What follows belongs to an exercise in optimizing a design on an open flow for small area; a production flow would make more cautious choices. At most, simulation tests tie the RTL to the original design; equivalence was not proved. Only the layout flow was run in run 1; the RTL was not checked for function there. The flow treats the clock pin as an ideal source, which a real chip does not have. Power figures rest on the tool's default switching activity, not on a simulated workload.

[flow/design.v]
module mfm_ctrl (
    input  wire        clk,
    input  wire        rst,
    input  wire [3:0]  cfg_fd_att,    
    input  wire        cfg_hd_att,    
    input  wire        host_cs,
    input  wire        host_we,
    input  wire [2:0]  host_addr,
    input  wire [7:0]  host_wdata,
    output reg  [7:0]  host_rdata,
    output wire [8:0]  buf_addr,
    output wire        buf_we,
    output wire [7:0]  buf_wdata,
    input  wire [7:0]  buf_rdata,
    input  wire [3:0]  fd_index,
    input  wire        hd_index,
    input  wire        fd_wp,
    input  wire        fd_tk0,
    input  wire        hd_ready,
    input  wire        hd_tk0,
    input  wire        hd_sc,
    input  wire        bit_tick,
    input  wire        rd_bit,
    output wire        wr_gate,
    output wire        wr_bit,
    output wire [1:0]  drv_sel,
    output wire        hd_sel,
    output reg  [2:0]  head_out,
    output reg         step_out,
    output reg         dir_out,
    output wire        rwc_out,
    output wire        precomp_out,
    output wire        motor_on
);
    localparam [14:0] MOT_START = 15'h7fff;
    localparam [14:0] MOT_END   = 15'h3a19;
    localparam [7:0]  DB_START  = 8'hff;
    localparam [7:0]  DB_END    = 8'hfa;
    localparam [2:0] S_IDLE  = 3'b000,    
                     S_WAITI = 3'b001,    
                     S_WAITN = 3'b010,    
                     S_SYNC  = 3'b100,
                     S_READ  = 3'b110,
                     S_WR0   = 3'b101,    
                     S_WR1   = 3'b111;    
    reg [1:0]  sel_drive;
    reg        cmd_rwc;
    reg [4:0]  target;
    reg        read_mode;
    reg        ecc_req;
    reg        precomp;
    reg [14:0] motor;
    reg [2:0]  st;
    reg [8:0]  cursor;
    reg [8:0]  cnt;
    reg [16:0] pool;
    reg        ctx;
    reg [3:0]  fd_counter;
    reg [7:0]  fd_since;
    reg [4:0]  hd_counter;
    reg        hd_seen;
    reg [4:0]  hd_lo;          
    reg [12:0] hd_hi;          
    reg [12:0] hd_period;
    reg        sec_active;
    reg [12:0] sec_cnt;
    wire kind_hd     = cfg_hd_att && (sel_drive == 2'd0);
    wire fd_att      = cfg_fd_att[sel_drive];
    wire motor_is_on = (motor != MOT_END);
    wire busy     = (st != S_IDLE);
    wire xfer_on  = st[2];
    wire st_rd    = st[2] & ~st[0];       
    wire st_wr    = st[2] &  st[0];
    wire gate     = st[2] & st[1] & st[0];
    wire host_ok  = host_cs && !busy;
    wire wr_ctl0  = host_ok && host_we && (host_addr == 3'd0);
    wire wr_ctl1  = host_ok && host_we && (host_addr == 3'd1);
    wire wr_data  = host_ok && host_we && (host_addr == 3'd2);
    wire wr_reset = host_ok && host_we && (host_addr == 3'd3);
    wire wr_start = host_ok && host_we && (host_addr == 3'd4);
    wire hc_data  = host_ok && (host_addr == 3'd2);      
    wire new_kind_hd = cfg_hd_att && (host_wdata[1:0] == 2'd0);
    wire fd_pulse  = !kind_hd && fd_att && fd_index[sel_drive];
    wire hd_pulse  = kind_hd && hd_index;
    wire sec_fire  = kind_hd && sec_active && (sec_cnt == hd_period) && !hd_pulse;
    wire increment = fd_pulse || hd_pulse || sec_fire;
    wire fd_bounce = (fd_since != DB_END);
    wire [3:0] fd_counter_nx = fd_bounce ? 4'd15 : fd_counter + 4'd1;
    wire [4:0] hd_counter_nx = hd_pulse ? 5'd0 : hd_counter + 5'd1;
    wire [4:0] counter_nx    = kind_hd ? hd_counter_nx : {1'b0, fd_counter_nx};
    wire [12:0] new_period   = hd_hi;
    wire        hd_sat       = (hd_hi == 13'h1000) && (hd_lo == 5'd31);
    wire [12:0] hd_hi_nx     = {hd_hi[11:0], hd_hi[12] ^ hd_hi[3] ^ hd_hi[2] ^ hd_hi[0] ^ (hd_hi[11:0] == 12'd0)};
    wire [12:0] sec_cnt_nx   = {sec_cnt[11:0], sec_cnt[12] ^ sec_cnt[3] ^ sec_cnt[2] ^ sec_cnt[0] ^ (sec_cnt[11:0] == 12'd0)};
    wire waiting   = busy && !xfer_on;
    wire do_match  = increment && waiting && (counter_nx == target);
    wire do_idle   = increment && (st == S_WAITI) && !do_match;
    wire idle_done = (cnt[3:0] == 4'd15) && (cnt[4] || !kind_hd);
    wire do_ecc    = increment && st_rd && kind_hd && ecc_req;
    wire tick      = bit_tick && !increment;
    wire last_bit  = (cnt[3:0] == 4'd15);
    wire sync_hit  = ((cnt[8:4] != 5'd0) || last_bit) &&
                     (pool[14:0] == 15'h2AAA) && (rd_bit == kind_hd);
    wire sync_fail = (cnt == 9'd479);
    wire r_store   = tick && (st == S_READ) && last_bit;
    wire w_shift   = tick && st_wr && cnt[0];
    wire w_fire    = tick && st_wr && last_bit;
    wire w_load    = w_fire || (do_match && !read_mode);
    assign buf_addr    = cursor;
    assign drv_sel     = sel_drive;
    assign hd_sel      = kind_hd;
    assign rwc_out     = cmd_rwc;
    assign precomp_out = precomp;
    assign motor_on    = motor_is_on;
    assign wr_gate     = gate;
    assign wr_bit = cnt[0] ? pool[15] : ~(pool[15] | pool[16]);
    wire [7:0] rd_byte = {pool[13], pool[11], pool[9], pool[7],
                          pool[5], pool[3], pool[1], rd_bit};
    assign buf_we    = wr_data || do_ecc || r_store;
    assign buf_wdata = !busy ? host_wdata : (increment ? 8'h00 : rd_byte);
    wire [7:0] status0 = kind_hd ? {2'b00, 1'b1, hd_sc, 1'b0, hd_tk0, hd_ready, 1'b0}
                       : fd_att  ? {5'b00000, fd_tk0, 1'b0, fd_wp}
                       :           8'h00;
    wire [7:0] status1 = {4'b0000, 1'b1, motor_is_on, busy, kind_hd};
    always @(*) begin
        case (host_addr)
            3'd0:    host_rdata = status0;
            3'd1:    host_rdata = status1;
            3'd2:    host_rdata = busy ? 8'hFF : buf_rdata;
            3'd5:    host_rdata = busy ? 8'hFF : buf_rdata;
            default: host_rdata = 8'hFF;
        endcase
    end
    always @(posedge clk) begin
        if (rst) begin
            sel_drive <= 2'd0;
            cmd_rwc   <= 1'b0;
            target    <= 5'd0;
            read_mode <= 1'b0;
            ecc_req   <= 1'b0;
            precomp   <= 1'b0;
            head_out  <= 3'd0;
            step_out  <= 1'b0;
            dir_out   <= 1'b0;
            motor     <= MOT_END;
        end else begin
            if (wr_ctl0) begin
                sel_drive <= host_wdata[1:0];
                cmd_rwc   <= host_wdata[7];
                if (new_kind_hd || cfg_fd_att[host_wdata[1:0]]) begin
                    head_out <= {host_wdata[4] & !new_kind_hd, host_wdata[3:2]};
                    step_out <= host_wdata[5];
                    dir_out  <= host_wdata[6];
                end
            end
            if (wr_ctl1) begin
                target    <= host_wdata[4:0];
                read_mode <= host_wdata[5];
                ecc_req   <= host_wdata[6];
                precomp   <= host_wdata[7];
            end
            if (wr_ctl0)
                motor <= MOT_START;
            else if (motor_is_on)
                motor <= {motor[13:0], motor[14] ^ motor[13]};
        end
    end
    always @(posedge clk) begin
        if (rst) begin
            fd_counter <= 4'd0;
            fd_since   <= DB_END;
            hd_counter <= 5'd0;
            hd_seen    <= 1'b0;
            hd_lo      <= 5'd0;
            hd_hi      <= 13'd0;
            sec_active <= 1'b0;
        end else begin
            if (fd_pulse) begin
                fd_counter <= fd_counter_nx;
                fd_since   <= DB_START;
            end else if (fd_bounce) begin
                fd_since   <= {fd_since[6:0], fd_since[7] ^ fd_since[5] ^ fd_since[4] ^ fd_since[3]};
            end
            if (hd_pulse) begin
                hd_counter <= 5'd0;
                hd_seen    <= 1'b1;
                hd_lo      <= 5'd1;
                hd_hi      <= 13'd0;
                sec_active <= hd_seen && (new_period != 13'd0);
            end else begin
                if (!hd_sat) begin
                    hd_lo <= hd_lo + 5'd1;
                    if (hd_lo == 5'd31)
                        hd_hi <= hd_hi_nx;
                end
                if (sec_fire) begin
                    hd_counter <= hd_counter_nx;
                    if (hd_counter_nx == 5'd31)
                        sec_active <= 1'b0;
                end
            end
            if (wr_ctl0 && !new_kind_hd)
                sec_active <= 1'b0;
        end
    end
    always @(posedge clk) begin
        if (hd_pulse && hd_seen)
            hd_period <= new_period;
        if (hd_pulse || sec_fire)
            sec_cnt <= 13'd1;
        else
            sec_cnt <= sec_cnt_nx;
    end
    always @(posedge clk) begin
        if (rst) begin
            st     <= S_IDLE;
            cursor <= 9'd0;
        end else begin
            if (wr_reset)
                cursor <= 9'd0;
            if (hc_data || (do_match && !read_mode) || w_fire || r_store)
                cursor <= cursor + 9'd1;
            if (wr_start && motor_is_on)
                st <= S_WAITI;
            if (increment && xfer_on)
                st <= S_IDLE;
            else if (do_match)
                st <= read_mode ? S_SYNC : S_WR0;
            else if (do_idle && idle_done)
                st <= S_IDLE;
            else if (tick && st == S_SYNC) begin
                if (sync_hit)
                    st <= S_READ;
                else if (sync_fail)
                    st <= S_WAITN;
            end else if (w_fire)
                st <= S_WR1;
        end
    end
    always @(posedge clk) begin
        if ((wr_start && motor_is_on) || do_match || (tick && st == S_SYNC && sync_hit))
            cnt <= 9'd0;
        else if (do_idle || (tick && xfer_on))
            cnt <= cnt + 9'd1;
        if ((tick && st_rd) || w_shift) begin
            pool[15:8] <= pool[14:7];
            pool[16]   <= w_fire ? (gate & ctx) : pool[15];
        end
        if (w_load)
            pool[7:0] <= buf_rdata;
        else if ((tick && st_rd) || w_shift)
            pool[7:0] <= {pool[6:0], rd_bit};
        if (tick && st_wr && cnt[3:0] == 4'd1)
            ctx <= pool[15];
    end
endmodule
[flow/flow/run.sh]
#!/bin/bash
set -euo pipefail
export BUFFER_PORTS_ARGS="-buffer_cell sky130_fd_sc_hd__buf_1"
export CTS_ARGS="-sink_clustering_enable -repair_clock_nets -buf_list {sky130_fd_sc_hd__clkbuf_2 sky130_fd_sc_hd__clkbuf_4 sky130_fd_sc_hd__clkbuf_8} -dont_use_dummy_load"
bash standard.sh > standard.log 2>&1
[flow/standard.sh]
#!/bin/bash
# synth_recipe.tcl (not shown) runs the flow's synth.tcl, then flattens the netlist and writes it again
# the make line also repeats each setting of config.mk as NAME=value (left out here)
make -C /OpenROAD-flow-scripts/flow DESIGN_CONFIG=/design/flow/config.mk WORK_HOME=/design/flow/orfs CLKGATE_MAP_FILE= SYNTH_SCRIPT=/design/flow/synth_recipe.tcl "${@:-finish}"
[flow/config.mk]
export PLATFORM = sky130hd
export DESIGN_NAME = mfm_ctrl
export DESIGN_NICKNAME = mfm_ctrl
export VERILOG_FILES = /design/flow/design.v
export SDC_FILE = /design/flow/constraint.sdc
export NUM_CORES = 4
export LEC_CHECK = 0
export CAP_MARGIN = 20
export CORE_MARGIN = 2
export CORE_UTILIZATION = 40
export SLEW_MARGIN = 20
[flow/constraint.sdc]
create_clock -name core_clock -period 10.0 [get_ports {clk}]
set_input_delay 2.0000 -clock core_clock [delete_from_list [all_inputs] [get_ports {clk}]]
set_output_delay 2.0000 -clock core_clock [all_outputs]
set_load 0.01 [all_outputs]
==> results of run 1 <==
## worst max-delay path, stage by stage
cell	delay [ps]
buf_1	180
nand2_4	130
inv_4	190
nand4_2	130
nor4_4	630
or3_1	440
nand4_1	140
o311ai_0	150
buf_1	190
## worst paths after layout
| kind | cells after the start | endpoint |
|---|---|---|
| min reg2reg | 1 | motor[4]$_SDFFE_PP1N_ |
| min | 1 | motor[4]$_SDFFE_PP1N_ |
| max | 9 | buf_we |
| max reg2reg | 10 | pool[3]$_DFFE_PP_ |
## area by class of cell
class / instances / area, µm² / area share
well taps: 188 / 235.2 / 0.03423
inverters: 7 / 28.78 / 0.004188
clock buffers: 17 / 234.0 / 0.03405
repair buffers: 84 / 339.1 / 0.04934
multi-input cells: 469 / 3062 / 0.4456
flip-flops and latches: 133 / 2973 / 0.4326
## power breakdown
group / internal (mW) / leakage (nW) / switching, mW
Clock: 0.149 / 0.122 / 0.169
Combinational: 0.0611 / 1.26 / 0.0783
Sequential: 0.576 / 1.12 / 0.0257
## metal layers
| metal | track usage | part of all wire | vias to the layer above |
|---|---|---|---|
| met4 | 0.05495 | 0.011 | 0 |
| li1 | - | - | 2403 |
| met2 | 0.2747 | 0.48 | 99 |
| met1 | 0.2244 | 0.46 | 2299 |
| met5 | 0 | 0 | - |
| met3 | 0.05447 | 0.049 | 13 |
## kinds of logic (layout without fill, tap and decap cells)
logic type / count (synthesis) / count (layout) / synth area share
AOI/OAI and AO/OA: 79 / 79 / 0.08942
xor gates and xnor gates: 48 / 48 / 0.06797
adders and majority gates: 7 / 7 / 0.01416
buffers and inverters: 35 / 108 / 0.02569
DFF: 133 / 133 / 0.4807
muxes: 41 / 41 / 0.07485
and+or+nand+nor: 294 / 294 / 0.2472
## cell usage in the layout, fill, tap and decap left out, types with 13 or more instances in the layout
| cell type | n |
|---|---|
| edfxtp_1 | 31 |
| o21ai_0 | 15 |
| nand2_1 | 53 |
| buf_1 | 77 |
| mux2i_1 | 29 |
| clkbuf_8 | 17 |
| nor3_1 | 13 |
| dfxtp_1 | 102 |
| nor2_1 | 97 |
| xnor2_1 | 24 |
| nand3_1 | 23 |
| xor2_1 | 24 |
| and2_1 | 14 |
| a21oi_1 | 22 |
| and3_1 | 15 |
## per-stage QoR
| stage | power [mW] | worst slack [ps] | instance area [µm²] |
|---|---|---|---|
| 2_1_floorplan | 0.7109 | 4165 | 6185 |
| 3_3_place_gp | 0.7469 | 3861 | 6638 |
| 3_5_place_dp | 0.7510 | 3790 | 6638 |
| 4_1_cts | 1.071 | 3797 | 6872 |
| 5_1_grt | 1.113 | 3600 | 6872 |
| 6_report | 1.058 | 3801 | 6872 |
## registers in the layout, indices dropped and copies added, names as in the netlist, 2 cells and up
name,flops
head_out,3
fd_counter,4
motor,15
sec_cnt,13
hd_counter,5
st,3
fd_since,8
sel_drive,2
hd_lo,5
cursor,9
target,5
pool,17
hd_hi,13
cnt,9
hd_period,13
==> impl_results.md, run 1 <==
- Status: no timing/DRC/antenna violations
- Prevailing post-synth register cell: dfxtp_1
- Ys async rst share: 0
- Routed len/inst: 15.63 µm
- Reg clk slew, reported paths: 70 ps
- Setup CP Type: in2out
- Sequential share of the synthesized area: 0.4807
- Synth cell types: 73
- Initial drt markers: 360
- Worst Path Arrival: 4200 ps
- Endpoints failing hold: 0
- Post-synth top cells: dfxtp_1 (102), nor2_1 (97), nand2_1 (53)
- Root Driver: clkbuf_8
- Ports: 79
- Post-Syn Area: about 6200 µm²
- CTS buffer count: 17
- Fin Setup TNS: 0 ps
- Worst vdd ir: approximately 88 µV
- Starting Density: 0.4083
- Worst slew pin tran: 884.4 ps
- First-pass GRT wire length: about 23 mm
- Mapped Cells: 637
- Detail Route Antenna Nets: 0
- Final period utilization: 0.6199
- Post-synthesis register bit count: 133
- RR Startpoint: sel_drive[0]$_SDFFE_PP0P_
- Worst hold path type: reg2reg
- Hold_sp: motor[3]$_SDFFE_PP1N_
- Crit. Startpoint: cfg_hd_att
- Lkg Pwr: 2.500 nW
- Drt total wl: between 10 and 15 mm
- 1st-pass router iterations: 5
- Fmax: 0.1613 GHz
- CTS Hold Bufs: 0
- Setup bufs post-CTS: 0
- Leading area contributor after synthesis: dfxtp_1
- FILL cells: 1442
- Final Core Density: 0.4537
- Data required, critical path: about 8000 ps
- Die ar.: 16470 µm²
- Final Skew: approximately 27 ps
- Row Count: 45
- CTS resizes: 0
- DRC: 0
- HPWL after detailed placement: about 10 mm
- Antenna cells: 0
- YS warnings: 1
- Sink Count: 133
- Final hold slack: 436.7 ps
- Initial antenna violation count: 0
- Fin crit period: 6199 ps
- Vias/cell: 5.361
- H-tree lvl count: 4
- Max Slew Vio Count: 0
- Worst slew margin: 0.4104
- Global placer's final weighted congestion: 0.8992
- Setup Viol. Count Final: 0
- Reg2reg setup slack: 6580 ps
- Clock Latency Late Sink: 440 ps
- Area share of the largest cell type after synthesis: 0.3302
- Largest net degree at the start of global routing: 55
- Synth area leaders: dfxtp_1 (33%), edfxtp_1 (15%), nor2_1 (5.9%)
- Vias in the first global route: 4644
- Critical path launch point type: input port
- Area of the core: ~15000 µm²
- Syn_area_per_cell: 9.709 µm²
- Placed cells: between 800 and 900
- EDFF count, synth: 31
- Die width: about 130 µm
- Crit. End Element: output pin
- Syn-to-layout area delta: 11.11%
- Pwr Density: 154.0 nW/µm²
- Die height: 128.3 µm
- Total Routing Usage GR: 0.1725
- Max-Cap Viols: 0
- Most numerous cell in the Yosys netlist: dfxtp_1
- Vias: between 4000 and 5000
- Syn nets: 684
- Clock tree from TritonCTS: yes
- Clk buf depth: 2
- RSZ-0062 raised after global routing: no
- Number of port buffers: 78
- Nets: approximately 760
- Grt total ovfl: 0
- Layout cell share with drive strength beyond 1: 0.07746
- CP max FO: 17
- Post-Layout Cell Count: 898
==> inputs of run 2 (changes only) <==
--- a/flow/design.v
+++ b/flow/design.v
@@ -56,3 +56,2 @@
     reg [16:0] pool;
-    reg        ctx;
     reg [3:0]  fd_counter;
@@ -61,4 +60,3 @@
     reg        hd_seen;
-    reg [4:0]  hd_lo;          
-    reg [12:0] hd_hi;          
+    reg [17:0] hd_since;
     reg [12:0] hd_period;
@@ -90,6 +88,3 @@
     wire [4:0] counter_nx    = kind_hd ? hd_counter_nx : {1'b0, fd_counter_nx};
-    wire [12:0] new_period   = hd_hi;
-    wire        hd_sat       = (hd_hi == 13'h1000) && (hd_lo == 5'd31);
-    wire [12:0] hd_hi_nx     = {hd_hi[11:0], hd_hi[12] ^ hd_hi[3] ^ hd_hi[2] ^ hd_hi[0] ^ (hd_hi[11:0] == 12'd0)};
-    wire [12:0] sec_cnt_nx   = {sec_cnt[11:0], sec_cnt[12] ^ sec_cnt[3] ^ sec_cnt[2] ^ sec_cnt[0] ^ (sec_cnt[11:0] == 12'd0)};
+    wire [12:0] new_period   = hd_since[17:5];
     wire waiting   = busy && !xfer_on;
@@ -105,5 +100,3 @@
     wire r_store   = tick && (st == S_READ) && last_bit;
-    wire w_shift   = tick && st_wr && cnt[0];
     wire w_fire    = tick && st_wr && last_bit;
-    wire w_load    = w_fire || (do_match && !read_mode);
     assign buf_addr    = cursor;
@@ -115,3 +108,8 @@
     assign wr_gate     = gate;
-    assign wr_bit = cnt[0] ? pool[15] : ~(pool[15] | pool[16]);
+    wire [8:0]  ed = pool[16:8];
+    wire [15:0] ecode = {~(ed[7] | ed[8]), ed[7], ~(ed[6] | ed[7]), ed[6],
+                         ~(ed[5] | ed[6]), ed[5], ~(ed[4] | ed[5]), ed[4],
+                         ~(ed[3] | ed[4]), ed[3], ~(ed[2] | ed[3]), ed[2],
+                         ~(ed[1] | ed[2]), ed[1], ~(ed[0] | ed[1]), ed[0]};
+    assign wr_bit = ecode[~cnt[3:0]];
     wire [7:0] rd_byte = {pool[13], pool[11], pool[9], pool[7],
@@ -173,4 +171,3 @@
             hd_seen    <= 1'b0;
-            hd_lo      <= 5'd0;
-            hd_hi      <= 13'd0;
+            hd_since   <= 18'd0;
             sec_active <= 1'b0;
@@ -186,11 +183,7 @@
                 hd_seen    <= 1'b1;
-                hd_lo      <= 5'd1;
-                hd_hi      <= 13'd0;
+                hd_since   <= 18'd1;
                 sec_active <= hd_seen && (new_period != 13'd0);
             end else begin
-                if (!hd_sat) begin
-                    hd_lo <= hd_lo + 5'd1;
-                    if (hd_lo == 5'd31)
-                        hd_hi <= hd_hi_nx;
-                end
+                if (hd_since != 18'h3FFFF)
+                    hd_since <= hd_since + 18'd1;
                 if (sec_fire) begin
@@ -211,3 +204,3 @@
         else
-            sec_cnt <= sec_cnt_nx;
+            sec_cnt <= sec_cnt + 13'd1;
     end
@@ -244,12 +237,10 @@
             cnt <= cnt + 9'd1;
-        if ((tick && st_rd) || w_shift) begin
-            pool[15:8] <= pool[14:7];
-            pool[16]   <= w_fire ? (gate & ctx) : pool[15];
-        end
-        if (w_load)
+        if (tick && st_rd)
+            pool[14:0] <= {pool[13:0], rd_bit};
+        if (w_fire) begin
+            pool[16]   <= gate & pool[15];
+            pool[15:8] <= pool[7:0];
+        end
+        if (w_fire || (do_match && !read_mode))
             pool[7:0] <= buf_rdata;
-        else if ((tick && st_rd) || w_shift)
-            pool[7:0] <= {pool[6:0], rd_bit};
-        if (tick && st_wr && cnt[3:0] == 4'd1)
-            ctx <= pool[15];
     end
==> flow/run.sh (new file) <==
#!/bin/bash
# synth_recipe.tcl (not shown) runs the flow's synth.tcl, then flattens the netlist and writes it again
# the make line also repeats each setting of config.mk as NAME=value (left out here)
make -C /OpenROAD-flow-scripts/flow DESIGN_CONFIG=/design/flow/config.mk WORK_HOME=/design/flow/orfs CLKGATE_MAP_FILE= SYNTH_SCRIPT=/design/flow/synth_recipe.tcl finish
removed: flow/flow/run.sh
removed: flow/standard.sh
==> impl_results.md, run 2 <==
- Root Driver: clkbuf_16
- Commonest non-fill, non-tap cell in the layout: nor2_1
- FILL cells: 1577 (+9.4%)
- Worst slew margin: 0.4221 (+0.01170)
- Fmax: 0.1319 GHz (-18%)
- Grt total ovfl: 0 (unchanged)
- Synth area leaders: dfxtp_1 (31%), edfxtp_1 (14%), nor2_1 (6.1%)
- EDFF count, synth: 30 (-3.2%)
- RR Startpoint: sel_drive[1]$_SDFFE_PP0P_
- Worst R2R Path Depth: 9 (-1)
- Total Routing Usage GR: 0.1914 (+0.01896)
- Fin crit period: 7584 ps (+1385 ps)
- Syn nets: 782 (+14%)
- Sequential share of the synthesized area: 0.4462 (-0.03446)
- Clk buf depth: 2 (unchanged)
- Sink Count: 132 (-0.75%)
- CTS buffer count: 17 (unchanged)
- Largest register FFs: 18 (+1)
- Syn_area_per_cell: 8.961 µm² (-7.7%)
- Largest regs: hd_since x18, pool x17, motor x15
- Routed len/inst: 15.90 µm (+1.8%)
- Syn-to-layout area delta: 22.82%
- Setup bufs post-CTS: 0 (unchanged)
- Pwr Density: 168.9 nW/µm² (+9.6%)
- Final period utilization: 0.7584 (+0.1385)
- Metal3 WL: 544 µm (-20%)
- Die ar.: 17530 µm² (+6.4%)
- Initial drt markers: 316 (-12%)
- Clock Latency Late Sink: 420 ps (-20 ps)
- Crit. Startpoint: cfg_hd_att
- Worst vdd ir: 117.6 µV (+33%)
- CP max FO: 18 (+1)
- Vias/cell: 5.410 (+0.92%)
- Synth cell types: 68 (-6.8%)
- Mapped Cells: 736 (+16%)
- Area of the core: 16000 µm² (+5.6%)
- Crit. End Element: output pin
- Data required, critical path: 8000 ps (about the same)
- Critical path launch point type: input port
- WL met2: 7.881 mm (+18%)
- Layout cell share with drive strength beyond 1: 0.08712 (+0.009652)
- H-tree lvl count: 4 (unchanged)
- Area share of the largest cell type after synthesis: 0.3096 (-0.02055)
- Fin Setup TNS: 0 ps (unchanged)
- HPWL after detailed placement: 12.01 mm (+18%)
- Ys async rst share: 0 (unchanged)
- Wl on met1: 7.642 mm (+17%)
- Setup CP Type: in2out
- Worst Path Arrival: 5580 ps (+1380 ps)
- Worst slew pin tran: 858.9 ps (-25.48 ps)
- Prevailing post-synth register cell: dfxtp_1
- Nets: 848 (+12%)
- DRC: 0 (unchanged)
- Global placer's final weighted congestion: 0.8371 (-6.9%)
- 1st-pass router iterations: 5 (unchanged)
- Most numerous cell in the Yosys netlist: nor2_1
- R2r endpoint: cursor[2]$_SDFFE_PP0P_
- YS warnings: 1 (unchanged)
- Setup crit end: buf_we
- Reg2reg setup slack: 5980 ps (-600 ps)
- First-pass GRT wire length: 27.21 mm (+21%)
- Antenna cells: 0 (unchanged)
- Starting Density: 0.4122 (+0.003840)
- RSZ-0062 raised after global routing: no
- Clock tree from TritonCTS: yes
- CTS Hold Bufs: 0 (unchanged)
- Vias: 5578 (+16%)
- Post-synth top cells: nor2_1 (107), dfxtp_1 (102), nand2_1 (85)
- Final Skew: 8.460 ps (-18.64 ps)
- Die height: 132.4 µm (+3.2%)
- Number of port buffers: 78 (unchanged)
- Worst hold path type: reg2reg
- Detail Route Antenna Nets: 0 (unchanged)
- Setup Viol. Count Final: 0 (unchanged)
- Endpoints failing hold: 0 (unchanged)
- Initial antenna violation count: 0 (unchanged)
- Max-Cap Viols: 0 (unchanged)
- Uppermost layer routed: met4
- Ports: 79 (unchanged)
- Status: no timing/DRC/antenna violations
- Lkg Pwr: 2.941 nW (+18%)
- Most frequent cells in the layout: nor2_1 (107), dfxtp_1 (102), nand2_1 (85)
- Post-Layout Cell Count: 1031 (+15%)
- Leading area contributor after synthesis: dfxtp_1
- Drt total wl: 16.40 mm (+17%)
- Reg clk slew, reported paths: 60 ps (about the same)
- Post-Syn Area: 6595 µm² (+6.6%)
- Row Count: 46 (+2.2%)
- Largest reg by FF count: hd_since
- Vias in the first global route: 5328 (+15%)
- Max Slew Vio Count: 0 (unchanged)
- Placed cells: 999 (+13%)
- Post-synthesis register bit count: 132 (-0.75%)
- Die width: 132.4 µm (+3.2%)
- CTS resizes: 0 (unchanged)
- Largest net degree at the start of global routing: 64 (+16%)
==> run 2: layout make-up <==
cell class,count,area [µm²],area share
clock buffer,18,439.2,0.05422
clock inverter,14,136.4,0.01684
inverter,14,57.56,0.007105
multi-input combinational,555,3448,0.4257
sequential,132,2943,0.3633
tap,216,270.3,0.03336
timing repair buffer,82,805.8,0.09947
==> run 2: through the flow <==
step                      instance area, µm²  setup slack, ps  utilization  power [mW]  hold slack (ps)
after floorplan                         6595             3836            -      0.7097            406.6
after detailed placement                7525             2408       0.4703      0.7707            425.1
after CTS                               8100             2406       0.5063       1.380            443.3
after global placement                  7525             2456       0.4703      0.7654            419.9
final                                   8100             2416       0.5063       1.368            434.1
after global routing                    8100             2142       0.5063       1.429            457.5
==> run 2: per-layer routing <==
layer  vias up  track usage
met2       110       0.3129
met4         0      0.07049
met1      2668       0.2517
li1       2778            -
met5         -            0
met3        22      0.03729
==> run 2: critical path, stage by stage <==
cell and delay, ps:
clkdlybuf4s50_1 510, or3b_1 560, clkinv_4 230, nand4_4 110
nor4_4 560, or2_2 360, nor2_2 160, o32a_1 390
o21ai_0 120, clkdlybuf4s50_1 580
==> run 2: worst min-delay path by stage <==
stage                                start                      to  slack (ps)  cells past startpoint
finish               motor[3]$_SDFFE_PP1N_   motor[4]$_SDFFE_PP1N_         430                      1
global placement    motor[12]$_SDFFE_PP1N_  motor[13]$_SDFFE_PP1N_         420                      1
global route         motor[3]$_SDFFE_PP1N_   motor[4]$_SDFFE_PP1N_         460                      1
CTS                  motor[3]$_SDFFE_PP1N_   motor[4]$_SDFFE_PP1N_         440                      1
floorplan            motor[3]$_SDFFE_PP1N_   motor[4]$_SDFFE_PP1N_         410                      1
detailed placement   motor[3]$_SDFFE_PP1N_   motor[4]$_SDFFE_PP1N_         430                      1
==> run 2: cells by family after synthesis <==
family          share of synthesized area
fa+ha+maj                         0.01138
mux                               0.06564
buf+inv                           0.03168
simple gates                       0.2753
compound gates                     0.1021
xor+xnor                          0.06773
flops                              0.4462
==> run 2: report_power, final <==
group / total, mW / internal (mW) / leakage [nW] / switching, mW
sequential: 0.601 / 0.570 / 1.11 / 0.0311
clock: 0.608 / 0.355 / 0.282 / 0.253
combinational: 0.159 / 0.0787 / 1.55 / 0.0801
==> inputs of run 3 (changes only) <==
--- a/flow/design.v
+++ b/flow/design.v
@@ -34,6 +34,6 @@
 );
-    localparam [14:0] MOT_START = 15'h7fff;
-    localparam [14:0] MOT_END   = 15'h3a19;
-    localparam [7:0]  DB_START  = 8'hff;
-    localparam [7:0]  DB_END    = 8'hfa;
+    localparam [14:0] MOT_START = 15'h2261;
+    localparam [7:0]  DB_START  = 8'h5b;
+    localparam [12:0] HD_V0     = 13'h0001;
+    localparam [12:0] HD_V1     = 13'h0003;
     localparam [2:0] S_IDLE  = 3'b000,    
@@ -56,2 +56,3 @@
     reg [16:0] pool;
+    reg        ctx;
     reg [3:0]  fd_counter;
@@ -60,3 +61,4 @@
     reg        hd_seen;
-    reg [17:0] hd_since;
+    reg [4:0]  hd_lo;          
+    reg [12:0] hd_hi;          
     reg [12:0] hd_period;
@@ -66,3 +68,4 @@
     wire fd_att      = cfg_fd_att[sel_drive];
-    wire motor_is_on = (motor != MOT_END);
+    wire motor_is_on = (motor != 15'd0);
+    wire [14:0] motor_nx = {motor[13:0], (motor[14] ^ motor[13]) & (motor[12:0] != 13'd0)};
     wire busy     = (st != S_IDLE);
@@ -84,3 +87,4 @@
     wire increment = fd_pulse || hd_pulse || sec_fire;
-    wire fd_bounce = (fd_since != DB_END);
+    wire fd_bounce = (fd_since != 8'd0);
+    wire [7:0] fd_since_nx = {fd_since[6:0], (fd_since[7] ^ fd_since[5] ^ fd_since[4] ^ fd_since[3]) & (fd_since[6:0] != 7'd0)};
     wire [3:0] fd_counter_nx = fd_bounce ? 4'd15 : fd_counter + 4'd1;
@@ -88,3 +92,5 @@
     wire [4:0] counter_nx    = kind_hd ? hd_counter_nx : {1'b0, fd_counter_nx};
-    wire [12:0] new_period   = hd_since[17:5];
+    wire [12:0] new_period   = hd_hi;
+    wire [12:0] hd_hi_nx     = {hd_hi[11:0], (hd_hi[12] ^ hd_hi[3] ^ hd_hi[2] ^ hd_hi[0]) & (hd_hi[11:0] != 12'd0)};
+    wire [12:0] sec_cnt_nx   = {sec_cnt[11:0], (sec_cnt[12] ^ sec_cnt[3] ^ sec_cnt[2] ^ sec_cnt[0]) & (sec_cnt[11:0] != 12'd0)};
     wire waiting   = busy && !xfer_on;
@@ -100,3 +106,5 @@
     wire r_store   = tick && (st == S_READ) && last_bit;
+    wire w_shift   = tick && st_wr && cnt[0];
     wire w_fire    = tick && st_wr && last_bit;
+    wire w_load    = w_fire || (do_match && !read_mode);
     assign buf_addr    = cursor;
@@ -108,8 +116,3 @@
     assign wr_gate     = gate;
-    wire [8:0]  ed = pool[16:8];
-    wire [15:0] ecode = {~(ed[7] | ed[8]), ed[7], ~(ed[6] | ed[7]), ed[6],
-                         ~(ed[5] | ed[6]), ed[5], ~(ed[4] | ed[5]), ed[4],
-                         ~(ed[3] | ed[4]), ed[3], ~(ed[2] | ed[3]), ed[2],
-                         ~(ed[1] | ed[2]), ed[1], ~(ed[0] | ed[1]), ed[0]};
-    assign wr_bit = ecode[~cnt[3:0]];
+    assign wr_bit = cnt[0] ? pool[15] : ~(pool[15] | pool[16]);
     wire [7:0] rd_byte = {pool[13], pool[11], pool[9], pool[7],
@@ -142,3 +145,3 @@
             dir_out   <= 1'b0;
-            motor     <= MOT_END;
+            motor     <= 15'd0;
         end else begin
@@ -162,3 +165,3 @@
             else if (motor_is_on)
-                motor <= {motor[13:0], motor[14] ^ motor[13]};
+                motor <= motor_nx;
         end
@@ -168,6 +171,4 @@
             fd_counter <= 4'd0;
-            fd_since   <= DB_END;
-            hd_counter <= 5'd0;
+            fd_since   <= 8'd0;
             hd_seen    <= 1'b0;
-            hd_since   <= 18'd0;
             sec_active <= 1'b0;
@@ -177,18 +178,10 @@
                 fd_since   <= DB_START;
-            end else if (fd_bounce) begin
-                fd_since   <= {fd_since[6:0], fd_since[7] ^ fd_since[5] ^ fd_since[4] ^ fd_since[3]};
+            end else begin
+                fd_since   <= fd_since_nx;
             end
             if (hd_pulse) begin
-                hd_counter <= 5'd0;
                 hd_seen    <= 1'b1;
-                hd_since   <= 18'd1;
-                sec_active <= hd_seen && (new_period != 13'd0);
-            end else begin
-                if (hd_since != 18'h3FFFF)
-                    hd_since <= hd_since + 18'd1;
-                if (sec_fire) begin
-                    hd_counter <= hd_counter_nx;
-                    if (hd_counter_nx == 5'd31)
-                        sec_active <= 1'b0;
-                end
+                sec_active <= hd_seen && (new_period != HD_V0);
+            end else if (sec_fire && hd_counter_nx == 5'd31) begin
+                sec_active <= 1'b0;
             end
@@ -199,2 +192,13 @@
     always @(posedge clk) begin
+        if (hd_pulse) begin
+            hd_counter <= 5'd0;
+            hd_lo      <= 5'd1;
+            hd_hi      <= HD_V0;
+        end else begin
+            if (sec_fire)
+                hd_counter <= hd_counter_nx;
+            hd_lo <= hd_lo + 5'd1;
+            if (hd_lo == 5'd31)
+                hd_hi <= hd_hi_nx;
+        end
         if (hd_pulse && hd_seen)
@@ -202,5 +206,5 @@
         if (hd_pulse || sec_fire)
-            sec_cnt <= 13'd1;
+            sec_cnt <= HD_V1;
         else
-            sec_cnt <= sec_cnt + 13'd1;
+            sec_cnt <= sec_cnt_nx;
     end
@@ -237,10 +241,12 @@
             cnt <= cnt + 9'd1;
-        if (tick && st_rd)
-            pool[14:0] <= {pool[13:0], rd_bit};
-        if (w_fire) begin
-            pool[16]   <= gate & pool[15];
-            pool[15:8] <= pool[7:0];
-        end
-        if (w_fire || (do_match && !read_mode))
+        if ((tick && st_rd) || w_shift) begin
+            pool[15:8] <= pool[14:7];
+            pool[16]   <= w_fire ? (gate & ctx) : pool[15];
+        end
+        if (w_load)
             pool[7:0] <= buf_rdata;
+        else if ((tick && st_rd) || w_shift)
+            pool[7:0] <= {pool[6:0], rd_bit};
+        if (tick && st_wr && cnt[3:0] == 4'd1)
+            ctx <= pool[15];
     end
==> flow/flow/run.sh (new file) <==
#!/bin/bash
# The standard layout (standard.sh), with three changes that only make the
# layout smaller:
# - every port still gets its buffer, made of the smallest buffer cell;
# - the clock tree uses clkbuf_8 without dummy loads;
# - after CTS, leaf clock buffers that drive few flip-flops are downsized
#   (flow/post_cts.tcl).
set -euo pipefail
here=$(cd "$(dirname "$0")" && pwd)
export BUFFER_PORTS_ARGS="-buffer_cell sky130_fd_sc_hd__buf_1"
export CTS_ARGS="-sink_clustering_enable -repair_clock_nets -buf_list sky130_fd_sc_hd__clkbuf_8 -root_buf sky130_fd_sc_hd__clkbuf_8 -dont_use_dummy_load"
export POST_CTS_TCL="$here/post_cts.tcl"
bash standard.sh > standard.log 2>&1
==> flow/flow/post_cts.tcl (new file) <==
# Downsize clock buffers that drive only a few flip-flop clock pins.
set small_fanout 11
set n 0
foreach inst [[ord::get_db_block] getInsts] {
  set master [[$inst getMaster] getName]
  if { $master != "sky130_fd_sc_hd__clkbuf_8" } { continue }
  set out [$inst findITerm X]
  set net [$out getNet]
  if { $net == "NULL" } { continue }
  set sinks 0
  set others 0
  foreach it [$net getITerms] {
    if { [$it isOutputSignal] } { continue }
    set m [[$it getInst] getMaster]
    if { [string match "*df*" [$m getName]] } { incr sinks } else { incr others }
  }
  if { $others == 0 && $sinks <= $small_fanout } {
    replace_cell [$inst getName] sky130_fd_sc_hd__clkbuf_4
    incr n
  }
}
puts "post_cts: downsized $n leaf clock buffers to clkbuf_4"
estimate_parasitics -placement
==> flow/standard.sh (new file) <==
#!/bin/bash
# synth_recipe.tcl (not shown) runs the flow's synth.tcl, then flattens the netlist and writes it again
# the make line also repeats each setting of config.mk as NAME=value (left out here)
make -C /OpenROAD-flow-scripts/flow DESIGN_CONFIG=/design/flow/config.mk WORK_HOME=/design/flow/orfs CLKGATE_MAP_FILE= SYNTH_SCRIPT=/design/flow/synth_recipe.tcl "${@:-finish}"
removed: flow/run.sh
==> impl_results.md, run 3 <==
- FILL cells: 1462 (-7.3%)
- Most numerous cell in the Yosys netlist: dfxtp_1
- First-pass GRT wire length: 22.94 mm (-16%)
- Critical path launch point type: input port
- Max Slew Vio Count: 0 (unchanged)
- Status: no timing/DRC/antenna violations
- Largest regs: pool x17, motor x15
- Largest family of logic cells by synthesized area: simple AND/OR/NAND/NOR gates
- Setup CP Type: in2out
- Vias/cell: 5.579 (+3.1%)
- Total Routing Usage GR: 0.1763 (-0.01513)
- Worst hold path type: reg2reg
- Reg clk slew, reported paths: 110 ps (+50 ps)
- Mapped Cells: 642 (-13%)
- Max-Cap Viols: 0 (unchanged)
- Detail Route Antenna Nets: 0 (unchanged)
- Ys async rst share: 0 (unchanged)
- Syn nets: 689 (-12%)
- XOR/XNOR Fraction of Synth Area: 0.04857 (-0.01916)
- Worst slew margin: 0.4086 (-0.01354)
- Adder-Cell Fraction of Synth Area: 0.01429 (+0.002903)
- Final Skew: 39.36 ps (+30.90 ps)
- Post-Syn Area: 6131 µm² (-7.0%)
- Placed cell areas: 6568 µm² (-13%)
- Compound-Gate Fraction of Synth Area: 0.1104 (+0.008340)
- Syn_area_per_cell: 9.550 µm² (+6.6%)
- Die ar.: 16330 µm² (-6.8%)
- Endpoints failing hold: 0 (unchanged)
- Synth cell types: 66 (-2.9%)
- Fin Setup TNS: 0 ps (unchanged)
- Routed len/inst: 15.95 µm (+0.32%)
- Drt total wl: 14.30 mm (-13%)
- Area share of the largest cell type after synthesis: 0.3331 (+0.02344)
- Initial antenna violation count: 0 (unchanged)
- DRC: 0 (unchanged)
- Die width: 127.8 µm (-3.5%)
- Clock Latency Late Sink: 420 ps (about the same)
- Data required, critical path: 8000 ps (about the same)
- Synth area leaders: dfxtp_1 (33%), edfxtp_1 (15%), nor2_1 (4.7%)
- Die height: 127.8 µm (-3.5%)
- Fin crit period: 6623 ps (-960.7 ps)
- Largest reg by FF count: pool
- Layout cell share with drive strength beyond 1: 0.04944 (-0.03768)
- Final period utilization: 0.6623 (-0.09607)
- Setup Viol. Count Final: 0 (unchanged)
- 1st-pass router iterations: 5 (unchanged)
- Global placer's final weighted congestion: 0.8766 (+4.7%)
- Grt total ovfl: 0 (unchanged)
- Area of the core: 15090 µm² (-5.7%)
- RSZ-0062 raised after global routing: no
- Syn-to-layout area delta: 9.408%
- Multiplexer area fraction after synthesis: 0.06224 (-0.003397)
- Area of the multi-input gates: 2985 µm² (-13%)
- Simple-gate share of the synthesized area: 0.2504 (-0.02487)
- Worst slew pin tran: 887.1 ps (+28.23 ps)
- Ports: 79 (unchanged)
- Final hold slack: 418.9 ps (-15.14 ps)
- Antenna cells: 0 (unchanged)
- Number of port buffers: 78 (unchanged)
- EDFF count, synth: 31 (+3.3%)
- Starting Density: 0.4063 (-0.005881)
- Commonest non-fill, non-tap cell in the layout: dfxtp_1
- Sequential share of the synthesized area: 0.4849 (+0.03868)
- CP max FO: 26 (+8)
- Lkg Pwr: 2.467 nW (-16%)
- Sink Count: 133 (+0.76%)
- Post-synthesis register bit count: 133 (+0.76%)
- Vias: 4999 (-10%)
- Clock tree from TritonCTS: yes
- HPWL after detailed placement: 10.42 mm (-13%)
- Leading area contributor after synthesis: dfxtp_1
- Post-synth top cells: dfxtp_1 (102), nor2_1 (77), nand2_1 (49)
- Final instance area: 6708 µm² (-17%)
- Nets: 757 (-11%)
- Vias in the first global route: 4766 (-11%)
- Largest net degree at the start of global routing: 50 (-22%)
- Worst vdd ir: 65.98 µV (-44%)
- Crit. End Element: output pin
- Initial drt markers: 293 (-7.3%)
- Prevailing post-synth register cell: dfxtp_1
- Pwr Density: 146.2 nW/µm² (-13%)
- Row Count: 45 (-2.2%)
- Sequential cell area: 2973 µm² (+1.0%)
- YS warnings: 1 (unchanged)
- Largest register FFs: 17 (-1)
- Most frequent cells in the layout: dfxtp_1 (102), nor2_1 (77), buf_1 (77)
- Worst Path Arrival: 4620 ps (-960 ps)
- Fmax: 0.1510 GHz (+15%)
-- run 3: worst paths after layout --
kind / startpoint / cells past startpoint / end / slack (ps)
worst max-delay path: cfg_hd_att / 9 / buf_wdata[0] / 3380
worst min-delay path: hd_lo[0]$_SDFF_PP1_ / 1 / hd_lo[0]$_SDFF_PP1_ / 420
worst max register to register: sel_drive[0]$_SDFFE_PP0P_ / 9 / cursor[2]$_SDFFE_PP0P_ / 6350
worst min register to register: hd_lo[0]$_SDFF_PP1_ / 1 / hd_lo[0]$_SDFF_PP1_ / 420
-- run 3: layout make-up --
type                            count  share of cell area
Clock buffer                       17             0.02089
Inverter                           12            0.007461
Multi-Input combinational cell    464              0.4451
Sequential cell                   133              0.4432
Tap cell                          188             0.03507
Timing Repair Buffer               82             0.04831
-- run 3: power by group --
| part | internal [mW] | switching, mW |
|---|---|---|
| clock | 0.0875 | 0.159 |
| combinational | 0.0606 | 0.0720 |
| sequential | 0.574 | 0.0271 |
-- run 3: critical path, cell delays in order --
cell,delay [ps]
buf_1,100
or3b_4,360
clkinv_4,180
and2_1,490
nor2_1,380
nand2_1,130
nor2_1,580
a22o_1,250
buf_1,150
-- run 3: cell families (layout without fill, tap and decap cells) --
group,after synthesis,after routing
adder cells (fa/ha/maj),7,7
multiplexers,33,33
AND/OR/NAND/NOR,293,293
buffers and inverters,45,111
AO/OA/AOI/OAI,97,97
flip-flops,133,133
XOR/XNOR,34,34
-- run 3: stage by stage --
| stage | util | cells | setup WS [ps] | total power, mW |
|---|---|---|---|---|
| after detailed placement | 0.4352 | 879 | 3474 | 0.7464 |
| after global routing | 0.4445 | 896 | 3237 | 1.033 |
| final | 0.4445 | 896 | 3377 | 0.9808 |
| after global placement | 0.4352 | 879 | 3600 | 0.7414 |
| after floorplan | - | 642 | 4337 | 0.7065 |
-- run 3: per-layer routing --
metal / up-vias / track usage / wire length, µm
li1: 2446 / - / -
met1: 2395 / 0.2227 / 6598
met2: 123 / 0.2853 / 6711
met3: 35 / 0.05593 / 664
met4: 0 / 0.06206 / 321
met5: - / 0 / 0
==> inputs of run 4 (changes only) <==
--- a/flow/flow/run.sh
+++ b/flow/flow/run.sh
@@ -1,4 +1,6 @@
 #!/bin/bash
-# The standard layout (standard.sh), with three changes that only make the
+# The standard layout (standard.sh), with changes that only make the
 # layout smaller:
+# - synthesis maps the logic with an area-oriented ABC script
+#   (flow/synth.tcl, flow/abc_area.script); registers are mapped as standard;
 # - every port still gets its buffer, made of the smallest buffer cell;
@@ -9,2 +11,3 @@
 here=$(cd "$(dirname "$0")" && pwd)
+export FLOW_ABC_SCRIPT="$here/abc_area.script"
 export BUFFER_PORTS_ARGS="-buffer_cell sky130_fd_sc_hd__buf_1"
@@ -12,2 +15,2 @@
 export POST_CTS_TCL="$here/post_cts.tcl"
-bash standard.sh > standard.log 2>&1
+bash standard.sh SYNTH_SCRIPT="$here/synth.tcl" finish > standard.log 2>&1
==> flow/flow/abc_area.script (new file) <==
strash
dch -f
map -a
mfs2
strash
dch -f
map -a
mfs2
strash
dch -f
map -a
topo
==> flow/flow/synth.tcl (new file) <==
# The standard synthesis (synth_recipe.tcl), with ABC mapping the
# combinational logic for area (flow/abc_area.script) instead of speed.
# Flip-flop mapping is untouched, so the registers are the standard ones.
proc synth {args} { yosys synth -nofsm -noshare {*}$args }
proc abc {args} {
  set i [lsearch -exact $args -script]
  if { $i >= 0 } { lset args [expr { $i + 1 }] $::env(FLOW_ABC_SCRIPT) }
  yosys abc {*}$args
}
source $::env(SCRIPTS_DIR)/synth.tcl
# left out here: clear keep_hierarchy, flatten, clean up, hide names made inside functions, write 1_2_yosys.v
==> impl_results.md, run 4 <==
- Grt total ovfl: 0 (unchanged)
- Largest net degree at the start of global routing: 26 (-48%)
- Fin Setup TNS: 0 ps (unchanged)
- Final Skew: 24.79 ps (-14.57 ps)
- Row Count: 43 (-4.4%)
- Vias in the first global route: 4760 (-0.13%)
- Final period utilization: 0.7408 (+0.07850)
- Largest regs: pool x17, motor x15
- Max incr delay on CP: 660 ps (+80 ps)
- Sink Count: 133 (unchanged)
- Die ar.: 15330 µm² (-6.2%)
- Crit. Startpoint: cfg_hd_att
- Ports: 79 (unchanged)
- Status: no timing/DRC/antenna violations
- Final Core Density: 0.4615 (+0.01700)
- Max Slew Vio Count: 0 (unchanged)
- DRC: 0 (unchanged)
- Worst Path Arrival: 5410 ps (+790 ps)
- Syn_area_per_cell: 8.064 µm² (-16%)
- Leading area contributor after synthesis: dfxtp_1
- Vias/cell: 5.109 (-8.4%)
- RR Startpoint: sel_drive[0]$_SDFFE_PP0P_
- Final instance area: 6431 µm² (-4.1%)
- Global placer's final weighted congestion: 0.8991 (+2.6%)
- Detail Route Antenna Nets: 0 (unchanged)
- Fin crit period: 7408 ps (+785.0 ps)
- Worst hold path type: reg2reg
- Data required, critical path: 8000 ps (about the same)
- Mapped Cells: 712 (+11%)
- RSZ-0062 raised after global routing: no
- Hold_sp: motor[0]$_SDFFE_PP0P_
- First-pass GRT wire length: 22.31 mm (-2.7%)
- Syn-to-layout area delta: 12.01%
- Initial antenna violation count: 0 (unchanged)
- CP max FO: 18 (-31%)
- Crit path max-delay family: simple AND/OR/NAND/NOR gates
- 1st-pass router iterations: 8 (+3)
- Layout cell share with drive strength beyond 1: 0.03827 (-0.01116)
- Post-synth top cells: nor2_1 (124), clkinv_1 (102), dfxtp_1 (102)
- Post-Syn Area: 5742 µm² (-6.3%)
- Worst-path cell chain: buf_1, clkinv_1, nor3_1, buf_4, clkinv_1, nor2_2, clkinv_1, nand2_1, nor2_1, nand3_1, nor4_1, a21oi_1, o41ai_1, buf_1
- Area of the core: 13930 µm² (-7.7%)
- Lkg Pwr: 2.263 nW (-8.2%)
- Area share of the largest cell type after synthesis: 0.3556 (+0.02257)
- Die width: 123.8 µm (-3.1%)
- EDFF count, synth: 31 (unchanged)
- Antenna cells: 0 (unchanged)
- Synth area leaders: dfxtp_1 (36%), edfxtp_1 (16%), nor2_1 (8.1%)
- Setup CP Type: in2out
- Prevailing post-synth register cell: dfxtp_1
- Critical path launch point type: input port
- Sequential share of the synthesized area: 0.5178 (+0.03286)
- Setup Viol. Count Final: 0 (unchanged)
- Most frequent cells in the layout: nor2_1 (123), clkinv_1 (102), dfxtp_1 (102)
- Syn nets: 759 (+10%)
- Drt total wl: 13.85 mm (-3.1%)
- Commonest non-fill, non-tap cell in the layout: nor2_1
- Post-synthesis register bit count: 133 (unchanged)
- Fmax: 0.1350 GHz (-11%)
- FILL cells: 1400 (-4.2%)
- Synth cell types: 31 (-53%)
- Reg2reg setup slack: 4250 ps (-2100 ps)
- Largest register FFs: 17 (unchanged)
- Critical path buffer and inverter count: 6 (+3)
- Largest reg by FF count: pool
- HPWL after detailed placement: 10.64 mm (+2.1%)
- Routed len/inst: 13.99 µm (-12%)
- Initial drt markers: 338 (+15%)
- Nets: 859 (+13%)
- Pwr Density: 152.9 nW/µm² (+4.6%)
- Endpoints failing hold: 0 (unchanged)
- Worst slew margin: 0.3444 (-0.06415)
- Worst slew pin tran: 979.7 ps (+92.61 ps)
- CP max stage cell: nor2_2
- Clock Latency Late Sink: 420 ps (about the same)
- Worst vdd ir: 64.57 µV (-2.1%)
- YS warnings: 1 (unchanged)
- Max-Cap Viols: 0 (unchanged)
- Vias: 5058 (+1.2%)
- Ys async rst share: 0 (unchanged)
- Most numerous cell in the Yosys netlist: nor2_1
- Number of port buffers: 78 (unchanged)
- Crit path top cell by count: clkinv_1
- Placed cell areas: 6282 µm² (-4.3%)
- Total Routing Usage GR: 0.1900 (+0.01365)
- Starting Density: 0.4120 (+0.005748)
- Crit. End Element: output pin
- Reg clk slew, reported paths: 100 ps (about the same)
- Die height: 123.8 µm (-3.1%)
- Post-Layout Cell Count: 990 (+10%)
- Placed cells: 973 (+11%)
- Clock tree from TritonCTS: yes
==> run 4: cells by family (layout without fill, tap and decap cells) <==
kind of cell,Yosys count,after routing,share of synthesized area
AOI/OAI and AO/OA,145,145,0.1423
xor gates and xnor gates,15,15,0.02288
adders and majority gates,7,7,0.01525
buffers and inverters,102,200,0.06668
DFF,133,133,0.5178
muxes,3,3,0.005883
and+or+nand+nor,307,307,0.2292
==> run 4: power by group <==
| group | total (mW) | switching, mW | leakage [nW] | internal, mW |
|---|---|---|---|---|
| Combinational | 0.136 | 0.0860 | 1.07 | 0.0505 |
| Sequential | 0.599 | 0.0218 | 1.11 | 0.577 |
| Clock | 0.248 | 0.157 | 0.0860 | 0.0916 |
==> run 4: routing by layer <==
layer / part of all wire / GRT usage / up-vias
met5: 0 / 0 / -
met4: 0.023 / 0.08736 / 0
met3: 0.054 / 0.04762 / 25
met2: 0.46 / 0.2970 / 115
met1: 0.47 / 0.2471 / 2314
li1: - / - / 2604
==> run 4: final cells by class <==
class / instances / area (µm²) / share of cell area
sequential: 133 / 2973 / 0.4623
multi-input combinational: 477 / 2389 / 0.3714
inverter: 102 / 382.9 / 0.05953
timing repair buffer: 81 / 315.3 / 0.04903
tap: 180 / 225.2 / 0.03502
clock buffer: 17 / 146.4 / 0.02276
==> run 4: path summary, 6_finish.rpt <==
kind	end	cells past startpoint
worst max-delay path	buf_we	14
worst min-delay path	motor[1]$_SDFFE_PP0P_	2
worst max register to register	cursor[0]$_SDFFE_PP0P_	16
worst min register to register	motor[1]$_SDFFE_PP0P_	2
==> run 4: through the flow <==
step	power [mW]	setup WS [ps]	hold WS, ps
global route	1.043	2136	423.9
floorplan	0.7016	2670	383.9
detailed placement	0.7468	2068	399.2
global placement	0.7420	2348	403.8
finish	0.9833	2592	406.6
==> run 4: tightest hold or removal path, cell delays in order (launching register included) <==
cell and delay (ps):
dfxtp_1 300, clkinv_1 50, nor2_1 40
==> inputs of run 5 (changes only) <==
==> flow/flow/abc_area.script (replaced) <==
strash
&get -n
&deepsyn -T 20
&put
dch -f
map -a
mfs2
strash
&get -n
&deepsyn -T 20
&put
dch -f
map -a
mfs2
strash
dch -f
map -a
topo
--- a/flow/flow/synth.tcl
+++ b/flow/flow/synth.tcl
@@ -1,3 +1,4 @@
 # The standard synthesis (synth_recipe.tcl), with ABC mapping the
-# combinational logic for area (flow/abc_area.script) instead of speed.
+# combinational logic for area (flow/abc_area.script) instead of speed, and
+# adders left to ABC instead of mapped to adder cells beforehand.
 # Flip-flop mapping is untouched, so the registers are the standard ones.
@@ -9,2 +10,3 @@
 }
+set ::env(ADDER_MAP_FILE) ""
 source $::env(SCRIPTS_DIR)/synth.tcl
==> impl_results.md, run 5 <==
- FILL cells: 1349 (-3.6%)
- Data required, critical path: 8000 ps (about the same)
- Row Count: 42 (-2.3%)
- Worst hold path type: reg2reg
- Lkg Pwr: 2.154 nW (-4.8%)
- Clock Latency Late Sink: 430 ps (about the same)
- Syn-to-layout area delta: 12.25%
- Max incr delay on CP: 530 ps (-130 ps)
- Worst slew pin tran: 1084 ps (+104.4 ps)
- Final period utilization: 0.7038 (-0.03700)
- Area of the core: 13350 µm² (-4.2%)
- Largest register FFs: 17 (unchanged)
- Vias in the first global route: 4642 (-2.5%)
- Worst vdd ir: 101.8 µV (+58%)
- CP max stage cell: nand2_1
- HPWL after detailed placement: 10.57 mm (-0.65%)
- Ports: 79 (unchanged)
- Post-synthesis register bit count: 133 (unchanged)
- Setup CP Type: in2out
- Reg clk slew, reported paths: 80 ps (-20 ps)
- Sink Count: 133 (unchanged)
- Vias/cell: 5.192 (+1.6%)
- Number of port buffers: 78 (unchanged)
- Fin crit period: 7038 ps (-370.0 ps)
- Die width: 121.3 µm (-2.0%)
- Most numerous cell in the Yosys netlist: clkinv_1
- Antenna cells: 0 (unchanged)
- Status: no timing/DRC/antenna violations
- Drt total wl: 13.62 mm (-1.6%)
- Detail Route Antenna Nets: 0 (unchanged)
- Largest regs: pool x17, motor x15
- Final hold slack: 415.0 ps (+8.354 ps)
- Layout cell share with drive strength beyond 1: 0.02956 (-0.008709)
- RSZ-0062 raised after global routing: no
- Max-Cap Viols: 0 (unchanged)
- Endpoints failing hold: 0 (unchanged)
- Initial drt markers: 387 (+14%)
- Most frequent cells in the layout: clkinv_1 (131), nor2_1 (102), dfxtp_1 (102)
- Syn_area_per_cell: 8.086 µm² (+0.27%)
- Crit. End Element: output pin
- DRC: 0 (unchanged)
- Vias: 4953 (-2.1%)
- Worst slew margin: 0.2711 (-0.07335)
- Global placer's final weighted congestion: 0.9535 (+6.1%)
- Worst-path cell chain: buf_1, clkinv_1, nor3_1, buf_4, clkinv_1, nor2_1, clkinv_1, nand2_1, nor2_1, nand3_1, nor3_1, o21ai_0, nand2_1, buf_1
- Leading area contributor after synthesis: dfxtp_1
- Die ar.: 14720 µm² (-4.0%)
- Post-Syn Area: 5507 µm² (-4.1%)
- Sequential cell area: 2973 µm² (unchanged)
- Crit path top cell by count: clkinv_1
- Worst Path Arrival: 5040 ps (-370 ps)
- Post-synth top cells: clkinv_1 (131), dfxtp_1 (102), nor2_1 (102)
- Pwr Density: 171.1 nW/µm² (+12%)
- Area of the multi-input gates: 2042 µm² (-15%)
- Total Routing Usage GR: 0.1921 (+0.002101)
- Prevailing post-synth register cell: dfxtp_1
- Largest reg by FF count: pool
- Final Skew: 44.63 ps (+19.84 ps)
- CP max FO: 19 (+1)
- Area share of the largest cell type after synthesis: 0.3708 (+0.01519)
- Commonest non-fill, non-tap cell in the layout: clkinv_1
- Synth cell types: 28 (-9.7%)
- Grt total ovfl: 0 (unchanged)
- Ys async rst share: 0 (unchanged)
- Critical path launch point type: input port
- Syn nets: 721 (-5.0%)
- Die height: 121.3 µm (-2.0%)
- Fmax: 0.1421 GHz (+5.3%)
- Clock tree from TritonCTS: yes
- Critical path buffer and inverter count: 6 (unchanged)
- Mapped Cells: 681 (-4.4%)
- Fin Setup TNS: 0 ps (unchanged)
- Synth area leaders: dfxtp_1 (37%), edfxtp_1 (17%), clkinv_1 (8.9%)
- Largest net degree at the start of global routing: 20 (-23%)
- Setup Viol. Count Final: 0 (unchanged)
- Routed len/inst: 14.28 µm (+2.1%)
- Initial antenna violation count: 0 (unchanged)
- Max Slew Vio Count: 0 (unchanged)
- Final Core Density: 0.4631 (+0.001542)
- First-pass GRT wire length: 21.94 mm (-1.7%)
- Crit path max-delay family: simple AND/OR/NAND/NOR gates
- Starting Density: 0.4125 (+0.0004922)
- YS warnings: 1 (unchanged)
- Nets: 820 (-4.5%)
- EDFF count, synth: 31 (unchanged)
- 1st-pass router iterations: 8 (unchanged)
- Sequential share of the synthesized area: 0.5399 (+0.02212)
## run 5: cell count changes after synthesis, moves of 6 or more
cell      change
ha_1          -7
clkinv_1     +29
a21oi_1      -21
o22ai_1      +28
nand2_1       -6
o21ai_0       -7
nor2_1       -22
## run 5: path summary, 6_finish.rpt
kind,start,endpoint,slack [ps],cells past startpoint
setup / recovery,cfg_hd_att,buf_we,2960,14
hold / removal,hd_lo[0]$_SDFF_PP1_,hd_lo[0]$_SDFF_PP1_,410,1
setup reg to reg,sel_drive[1]$_SDFFE_PP0P_,cursor[8]$_SDFFE_PP0P_,5040,19
hold reg to reg,hd_lo[0]$_SDFF_PP1_,hd_lo[0]$_SDFF_PP1_,410,1
## run 5: cell type report
class	count	share of cell area
tap	176	0.03563
clock buffer	17	0.02368
timing repair buffer	80	0.04980
multi-input combinational	417	0.3304
sequential	133	0.4810
inverter	131	0.07955
## run 5: kinds of logic after synthesis
family,Yosys count,share of synthesized area
simple gates,269,0.2084
buf+inv,131,0.08930
mux,1,0.002045
flops,133,0.5399
xor+xnor,11,0.01750
compound gates,136,0.1429
## run 5: stage by stage
stage / std cells / area [µm²] / power (mW) / worst slack (ps)
2_1_floorplan: 681 / 5507 / 0.7568 / 3425
3_3_place_gp: 937 / 6035 / 0.8092 / 3113
3_5_place_dp: 937 / 6035 / 0.8159 / 3005
5_1_grt: 954 / 6181 / 1.122 / 2648
6_report: 954 / 6181 / 1.057 / 2962
## run 5: metal layers
metal,global-route usage,wire length (µm)
met3,0.04229,716
met1,0.2576,6340
met4,0.08764,365
met2,0.2960,6200
met5,0,0
## run 5: report_power, final
group / switching, mW / internal (mW) / leakage (nW)
combinational: 0.114 / 0.0645 / 0.955
clock: 0.161 / 0.0916 / 0.0860
sequential: 0.0329 / 0.593 / 1.11
total: 0.308 / 0.749 / 2.15
==> inputs of run 6 (changes only) <==
--- a/flow/flow/abc_area.script
+++ b/flow/flow/abc_area.script
@@ -15,4 +15,7 @@
 strash
-dch -f
-map -a
+&get -n
+&st
+&dch -f
+&nf -R 1000 -p -F 8 -A 4
+&put
 topo
==> impl_results.md, run 6 <==
- Area share of the largest cell type after synthesis: 0.3731 (+0.002289)
- Worst slew margin: 0.3688 (+0.09775)
- Endpoints failing hold: 0 (unchanged)
- 1st-pass router iterations: 5 (-3)
- Vias/cell: 5.471 (+5.4%)
- Final period utilization: 0.6466 (-0.05722)
- Final Skew: 38.27 ps (-6.363 ps)
- Number of port buffers: 78 (unchanged)
- Status: no timing/DRC/antenna violations
- Fin Setup TNS: 0 ps (unchanged)
- Data required, critical path: 8000 ps (about the same)
- Largest net degree at the start of global routing: 27 (+35%)
- EDFF count, synth: 31 (unchanged)
- Fin crit period: 6466 ps (-572.2 ps)
- Sink Count: 133 (unchanged)
- Most numerous cell in the Yosys netlist: dfxtp_1
- YS warnings: 1 (unchanged)
- Total Routing Usage GR: 0.1899 (-0.002168)
- Leading area contributor after synthesis: dfxtp_1
- Tot Pwr: 1.057 mW (about the same)
- Critical path launch point type: input port
- Pwr Density: 171.3 nW/µm² (+0.15%)
- Synth area leaders: dfxtp_1 (37%), edfxtp_1 (17%), a22o_1 (5.0%)
- Sw Pwr: 302.1 µW (-1.9%)
- Max-Cap Viols: 0 (unchanged)
- Prevailing post-synth register cell: dfxtp_1
- Lkg Pwr: 2.214 nW (+2.8%)
- Drt total wl: 13.34 mm (-2.1%)
- Syn_area_per_cell: 9.721 µm² (+20%)
- Worst slew pin tran: 946.8 ps (-137.3 ps)
- Synth cell types: 45 (+61%)
- Hold_sp: hd_lo[0]$_SDFF_PP1_
- Vias: 4585 (-7.4%)
- Routed len/inst: 15.91 µm (+11%)
- Commonest non-fill, non-tap cell in the layout: dfxtp_1
- First-pass GRT wire length: 21.67 mm (-1.3%)
- Worst vdd ir: 96.50 µV (-5.2%)
- Cell-internal power: 754.5 µW (+0.70%)
- Largest register FFs: 17 (unchanged)
- Vias in the first global route: 4334 (-6.6%)
- Die height: 121.0 µm (-0.30%)
- Switching Fraction: 0.2859 (-0.005445)
- Setup CP Type: in2out
- Flop pwr share: 0.603 (+0.011)
- DRC: 0 (unchanged)
- Area of the multi-input gates: 2422 µm² (+19%)
- Largest regs: pool x17, motor x15
- Syn-to-layout area delta: 12.69%
- Fmax: 0.1547 GHz (+8.8%)
- Clock power share: 0.239 (about the same)
- Post-Syn Area: 5473 µm² (-0.61%)
- Worst Path Arrival: 4470 ps (-570 ps)
- Ports: 79 (unchanged)
- Die ar.: 14630 µm² (-0.59%)
- Reg clk slew, reported paths: 90 ps (about the same)
- Post-synthesis register bit count: 133 (unchanged)
- Detail Route Antenna Nets: 0 (unchanged)
- Max Slew Vio Count: 0 (unchanged)
- FILL cells: 1310 (-2.9%)
- Global placer's final weighted congestion: 0.9033 (-5.3%)
- Die width: 121.0 µm (-0.30%)
- Sequential share of the synthesized area: 0.5432 (+0.003333)
- Row Count: 42 (unchanged)
- Mapped Cells: 563 (-17%)
- Nets: 704 (-14%)
- RR Startpoint: sec_cnt[4]$_SDFF_PP0_
- CP max FO: 17 (-2)
- Sequential cell area: 2973 µm² (unchanged)
- Setup Viol. Count Final: 0 (unchanged)
- Most frequent cells in the layout: dfxtp_1 (102), buf_1 (78), nor2_1 (58)
- Comb power frac: 0.159 (-0.010)
- Largest reg by FF count: pool
- Antenna cells: 0 (unchanged)
- Clock tree from TritonCTS: yes
- Starting Density: 0.4116 (-0.0009103)
- Syn nets: 603 (-16%)
- Clock Latency Late Sink: 430 ps (about the same)
- Grt total ovfl: 0 (unchanged)
- Worst hold path type: reg2reg
- Crit. End Element: output pin
- Initial drt markers: 357 (-7.8%)
- Initial antenna violation count: 0 (unchanged)
- Crit. Startpoint: cfg_hd_att
- Post-synth top cells: dfxtp_1 (102), nor2_1 (58), a21oi_1 (42)
- RSZ-0062 raised after global routing: no
- HPWL after detailed placement: 10.10 mm (-4.4%)
- Ys async rst share: 0 (unchanged)
- Area of the core: 13300 µm² (-0.39%)
- Layout cell share with drive strength beyond 1: 0.03474 (+0.005180)
-- run 6: changes by cell type after synthesis, moves of 10 or more --
| cell | before | now |
|---|---|---|
| a22o_1 | 0 | 31 |
| and2_0 | 0 | 21 |
| o22ai_1 | 33 | 3 |
| nand2_1 | 85 | 37 |
| and3_1 | 0 | 14 |
| clkinv_1 | 131 | 22 |
| o21ai_0 | 46 | 36 |
| nor2_1 | 102 | 58 |
| nand2b_1 | 0 | 14 |
-- run 6: worst paths after layout --
kind                            cells after the start  slack (ps)                endpoint
worst max-delay path                               13        3530                  buf_we
worst min register to register                      1         450     hd_lo[0]$_SDFF_PP1_
worst min-delay path                                1         450     hd_lo[0]$_SDFF_PP1_
worst max register to register                     15        5380  cursor[8]$_SDFFE_PP0P_
-- run 6: power groups by stage --
stage	clock [mW]	sequential, mW	combinational (mW)
floorplan	0	0.637	0.118
global placement	0	0.646	0.167
detailed placement	0	0.647	0.168
global route	0.282	0.644	0.190
finish	0.252	0.637	0.168
-- run 6: layout make-up --
type | instances | area share
Inverter | 22 | 0.01339
Sequential cell | 133 | 0.4820
Tap cell | 176 | 0.03571
Clock buffer | 17 | 0.02374
Timing Repair Buffer | 82 | 0.05234
Multi-Input combinational cell | 408 | 0.3928
-- run 6: cell families after synthesis --
kind of cell / synth area share
AND/OR/NAND/NOR: 0.2170
AO/OA/AOI/OAI: 0.1653
flip-flops: 0.5432
XOR/XNOR: 0.03521
buffers and inverters: 0.01509
multiplexers: 0.02423
-- run 6: stage by stage --
| stage | cell area [µm²] | worst slack, ps | utilization | std cells | hold slack [ps] |
|---|---|---|---|---|---|
| after floorplan | 5473 | 3433 | - | 563 | 398.2 |
| after global placement | 6021 | 3670 | 0.4529 | 821 | 408.7 |
| after detailed placement | 6021 | 3516 | 0.4529 | 821 | 417.5 |
| after global routing | 6167 | 3198 | 0.4639 | 838 | 474.7 |
| final | 6167 | 3534 | 0.4639 | 838 | 445.3 |
-- run 6: worst max-delay path: stages --
cell and delay (ps):
buf_1 160, nor3b_2 190, buf_4 250, nand3_1 90, nor3_1 170, nand4b_1 340
nand3_1 350, nand3b_1 230, nor2_1 100, and2_0 160, a41oi_1 170, o21ai_0 100
buf_1 140
-- run 6: layer usage --
layer	part of all wire	GRT usage	up-vias
met5	0	0	-
met2	0.46	0.2985	121
li1	-	-	2255
met3	0.048	0.04041	21
met1	0.47	0.2537	2188
met4	0.018	0.07849	0

==> afterwards: timing with drivers on the ports <==
The flow's constraints put no driver on any port. The routed layouts listed below were extracted and timed again, unchanged, in two steps. Step 1, drivers: a clkbuf_16 drives clk and a buf_2 each remaining input, both assumed. Step 2, shift: input delay + t, output delay - t, t = (earliest + latest rising clock arrival at the registers) / 2. This alone moves slack from input paths to output paths. a / b / c = ideal ports / drivers / drivers and shift; a / b = the first two.
| run | shift t [ns] | slack for setup (ns) | cell pins on the clock port's net |
|---|---|---|---|
| run 1 | 0.458 | 3.801 / 3.771 / 3.771 | 1 |
| run 2 | 0.461 | 2.416 / 2.388 / 2.388 | 1 |
| run 3 | 0.442 | 3.377 / 3.355 / 3.355 | 1 |
| run 4 | 0.440 | 2.592 / 2.559 / 2.488 | 1 |
| run 5 | 0.443 | 2.962 / 2.937 / 2.937 | 1 |
| run 6 | 0.450 | 3.534 / 3.513 / 3.513 | 1 |
After both steps setup and hold are still met in every run listed. The setup slack of run 4, which loses most, moves by -0.033 ns with the drivers and by -0.104 ns with both steps.
